What follows belongs to an exercise in optimizing a design on an open flow for small area; a production flow would make more cautious choices. Only simulation tests tie the RTL to the original design; equivalence was not proved. No activity file was given, so power comes from the tool's default toggle rates.

## nb_engine
module nb_engine (
    input  wire         clk,
    input  wire         rst,
    input  wire         cmd_valid,
    output wire         cmd_ready,
    input  wire [127:0] cmd_desc,
    output wire         busy,
    input  wire         src_valid,
    output wire         src_ready,
    input  wire [31:0]  src_data,
    output wire         dst_valid,
    output wire [31:0]  dst_data,
    input  wire [15:0]  cfg_wait_bound,
    input  wire         cfg_rfin_clk_low,
    output wire         bus_clk,
    output wire         bus_nrd,
    output wire         bus_start,
    output wire         bus_doe,
    output wire [7:0]   bus_dout,
    input  wire [7:0]   bus_din,
    input  wire         bus_nwait,
    output wire         irq_inhibit,
    input  wire [15:0]  owm_in,
    output wire         owm_we,
    output wire [15:0]  owm_wdata,
    output wire [1:0]   status_code,
    output wire [1:0]   status_where,
    output wire [31:0]  status_index,
    output wire [39:0]  status_addr
);
    localparam [15:0] M_BUS = 16'h01FF;
    localparam [7:0] OPC_POKE = 8'h01;
    localparam [7:0] OPC_PEEK = 8'h02;
    localparam [4:0]
        S_IDLE   = 5'd0,
        S_END    = 5'd1,
        S_NRD    = 5'd2,
        S_START  = 5'd3,
        S_DIR    = 5'd4,
  ...
==> flow/config.mk <==
export PLATFORM = sky130hd
export DESIGN_NAME = nb_engine
export DESIGN_NICKNAME = nb_engine
export VERILOG_FILES = /design/flow/design.v
export SDC_FILE = /design/flow/constraint.sdc
export NUM_CORES = 4
export LEC_CHECK = 0
export CAP_MARGIN = 20
export CORE_MARGIN = 2
export CORE_UTILIZATION = 70
export CTS_BUF_LIST = sky130_fd_sc_hd__clkbuf_16
export CTS_CLUSTER_DIAMETER = 90
export CTS_CLUSTER_SIZE = 26
export SLEW_MARGIN = 20
==> flow/constraint.sdc <==
create_clock -name core_clock -period 8.0 [get_ports {clk}]
set_input_delay 1.6000 -clock core_clock [delete_from_list [all_inputs] [get_ports {clk}]]
set_output_delay 1.6000 -clock core_clock [all_outputs]
set_load 0.01 [all_outputs]
standard.sh (not shown) runs the stock make flow with config.mk's settings and CLKGATE_MAP_FILE= SYNTH_SCRIPT=/design/flow/synth_recipe.tcl, a recipe that flattens the netlist after the stock synthesis.
==> flow/flow/run.sh <==
#!/bin/bash
# Standard layout, with the port buffers made from the smallest buffer cell.
set -euo pipefail
export BUFFER_PORTS_ARGS="-buffer_cell sky130_fd_sc_hd__buf_1"
bash standard.sh > standard.log 2>&1
The first run completed without violations.
Change:
CORE_UTILIZATION = 60   (was 70)
What happened: The new run finished clean; cell count rises by 2.8%; synthesized area does not change; worst setup slack gets better by 0.052 ns; total power fell by 0.40%; utilization decreases by 12 points; count of clock-buffer cells in the layout is unchanged; sequential cell count does not change; maximum frequency went up by 0.82%; register-to-register slack gains 0.05 ns.

========
nb_engine, a different RTL version from the one above (not shown whole).
Size in the first run: roughly 1,200 cells after synthesis, about 250 flip-flops, about 350 I/O pins, about 11,000 um2 of cells after synthesis.
clock: 8.0 ns
lec_check: 0
cap_margin: 20
core_margin: 2
core_utilization: 65
gpl_routability_driven: 0
gpl_timing_driven: 0
slew_margin: 20
==> flow/flow/run.sh <==
#!/bin/bash
# Standard layout, with the port buffers made from the smallest buffer cell,
# the synthesis buffers removed before placement, and a clock tree of
# clkbuf_8 leaf clusters without dummy loads.
set -euo pipefail
export BUFFER_PORTS_ARGS="-buffer_cell sky130_fd_sc_hd__buf_1"
export REMOVE_ABC_BUFFERS=1
export CTS_ARGS="-sink_clustering_enable -repair_clock_nets -dont_use_dummy_load -sink_clustering_size 16 -sink_clustering_max_diameter 60 -buf_list sky130_fd_sc_hd__clkbuf_8"
bash standard.sh > standard.log 2>&1
The baseline ran to the end with no violations.
Edit:
GPL_ROUTABILITY_DRIVEN = not set   (was 0)
GPL_TIMING_DRIVEN = not set   (was 0)
Effect: Via count is about the same; first-iteration DRC count is higher by about 2.2%; clock skew is higher by 0.023 ns; worst hold slack stays flat; routed wire length is higher by 1.1%.
Edit:
--- a/flow/flow/run.sh
+++ b/flow/flow/run.sh
@@ -7,3 +7,3 @@
 export REMOVE_ABC_BUFFERS=1
-export CTS_ARGS="-sink_clustering_enable -repair_clock_nets -dont_use_dummy_load -sink_clustering_size 16 -sink_clustering_max_diameter 60 -buf_list sky130_fd_sc_hd__clkbuf_8"
+export CTS_ARGS="-sink_clustering_enable -repair_clock_nets -dont_use_dummy_load -sink_clustering_size 18 -sink_clustering_max_diameter 50 -buf_list sky130_fd_sc_hd__clkbuf_8"
 bash standard.sh > standard.log 2>&1
Outcome: Wire length barely changes; cell area is higher slightly; maximum frequency decreases slightly; global-route usage is about the same; power climbs slightly; critical path depth is unchanged; synthesized area does not change; clock power came out higher by roughly a tenth; synthesized cell count stays the same; sequential power hardly moves.

========
nb_engine, a different RTL version from the one above (not shown whole).
For scale: roughly 1100 cells after synthesis, about 250 flip-flops, ~11000 µm² of cells after synthesis.
Settings: LEC_CHECK=0, CAP_MARGIN=20, CORE_MARGIN=2, CORE_UTILIZATION=65, SLEW_MARGIN=20; clock period 8.0 ns.
==> flow/flow/run.sh <==
#!/bin/bash
# Standard layout, with the port buffers made from the smallest buffer cell,
# the synthesis buffers removed before placement, and a clock tree of
# clkbuf_4 leaf clusters without dummy loads.
set -euo pipefail
export BUFFER_PORTS_ARGS="-buffer_cell sky130_fd_sc_hd__buf_1"
export REMOVE_ABC_BUFFERS=1
export CTS_ARGS="-sink_clustering_enable -repair_clock_nets -dont_use_dummy_load -sink_clustering_size 10 -sink_clustering_max_diameter 40 -buf_list sky130_fd_sc_hd__clkbuf_4"
bash standard.sh > standard.log 2>&1
Then changed:
==> flow/flow/run.sh (replaced) <==
#!/bin/bash
# Standard layout, with the port buffers made from the smallest buffer cell,
# the synthesis buffers removed before placement, and a clock tree of
# clkbuf_8 leaf clusters without dummy loads.
set -euo pipefail
export BUFFER_PORTS_ARGS="-buffer_cell sky130_fd_sc_hd__buf_1"
export REMOVE_ABC_BUFFERS=1
export CTS_ARGS="-sink_clustering_enable -repair_clock_nets -dont_use_dummy_load -sink_clustering_size 16 -sink_clustering_max_diameter 60 -buf_list sky130_fd_sc_hd__clkbuf_8"
bash standard.sh > standard.log 2>&1
After rerunning:
- die area is unchanged
- power is about the same
- clock power goes up by about 1%
- setup slack is better by 0.011 ns
- cell area stays the same
Then changed:
--- a/flow/config.mk
+++ b/flow/config.mk
@@ -7,5 +7,5 @@
 export LEC_CHECK = 0
-export CAP_MARGIN = 20
+export CAP_MARGIN = 10
 export CORE_MARGIN = 2
-export CORE_UTILIZATION = 65
-export SLEW_MARGIN = 20
+export CORE_UTILIZATION = 72
+export SLEW_MARGIN = 10
After rerunning: Clock skew is higher by 0.012 ns. Non-clock buffer count is higher by 2. Count of clock-buffer cells in the layout is lower by 1.
Then changed:
--- a/flow/flow/run.sh
+++ b/flow/flow/run.sh
@@ -7,3 +7,3 @@
 export REMOVE_ABC_BUFFERS=1
-export CTS_ARGS="-sink_clustering_enable -repair_clock_nets -dont_use_dummy_load -sink_clustering_size 16 -sink_clustering_max_diameter 60 -buf_list sky130_fd_sc_hd__clkbuf_8"
+export CTS_ARGS="-sink_clustering_enable -repair_clock_nets -dont_use_dummy_load -sink_clustering_size 18 -sink_clustering_max_diameter 55 -buf_list sky130_fd_sc_hd__clkbuf_8"
 bash standard.sh > standard.log 2>&1
--- a/flow/config.mk
+++ b/flow/config.mk
@@ -7,5 +7,5 @@
 export LEC_CHECK = 0
-export CAP_MARGIN = 10
+export CAP_MARGIN = 20
 export CORE_MARGIN = 2
-export CORE_UTILIZATION = 72
-export SLEW_MARGIN = 10
+export CORE_UTILIZATION = 65
+export SLEW_MARGIN = 20
Final cell count increases by a few percent.
Cell area increases slightly.
Clock skew increases by 0.016 ns.
Non-clock buffer count decreases by 2.
Utilization decreases by 8.8 points.
Power decreases slightly.
Global-route usage decreases by 5.9 points.
Via count decreases by a few percent.
Setup slack gets better by 0.094 ns.
Area after synthesis stays the same.

[port drivers added, routing unchanged]
No port has a modelled driver above. Below, the same layouts with a new extraction and two added sets of constraints.
Step 1, drivers: a clkbuf_16 drives clk and a buf_2 each remaining input, both assumed.
Step 2 moves the port delays by t, midway between the first and last clock arrival at a register: inputs arrive t later, outputs are due t later. That takes back most of the time a late clock gives input paths.
Three values: no drivers, after step 1, after step 2; two values: the first two.
| run | t, ns | setup slack, ns | worst hold slack (ns) | clock arrival spread, ns |
|---|---|---|---|---|
| the first run of note 1 | 0.520 | 1.694 / 1.693 / 1.693 | 0.479 / 0.479 / 0.479 | 0.029 / 0.030 |
| the second run of note 1 | 0.526 | 1.745 / 1.745 / 1.745 | 0.482 / 0.482 / 0.482 | 0.022 / 0.022 |
| the first run of note 2 | 0.549 | 1.521 / 1.521 / 1.521 | 0.457 / 0.457 / 0.457 | 0.038 / 0.038 |
| the second run of note 2 | 0.555 | 1.498 / 1.498 / 1.498 | 0.460 / 0.460 / 0.460 | 0.062 / 0.062 |
| the third run of note 2 | 0.570 | 1.452 / 1.452 / 1.452 | 0.447 / 0.447 / 0.447 | 0.060 / 0.060 |
| the first run of note 3 | 0.635 | 1.274 / 1.274 / 1.274 | 0.453 / 0.453 / 0.453 | 0.070 / 0.071 |
| the second run of note 3 | 0.561 | 1.285 / 1.285 / 1.285 | 0.464 / 0.464 / 0.464 | 0.023 / 0.022 |
| the third run of note 3 | 0.551 | 1.170 / 1.170 / 1.170 | 0.467 / 0.467 / 0.467 | 0.036 / 0.035 |
| the fourth run of note 3 | 0.559 | 1.264 / 1.264 / 1.264 | 0.463 / 0.463 / 0.463 | 0.052 / 0.051 |
After both steps every run listed still meets setup and hold. For the first run of note 1, which loses most, drivers alone change the setup slack by -0.001 ns; drivers and shift together by -0.001 ns.
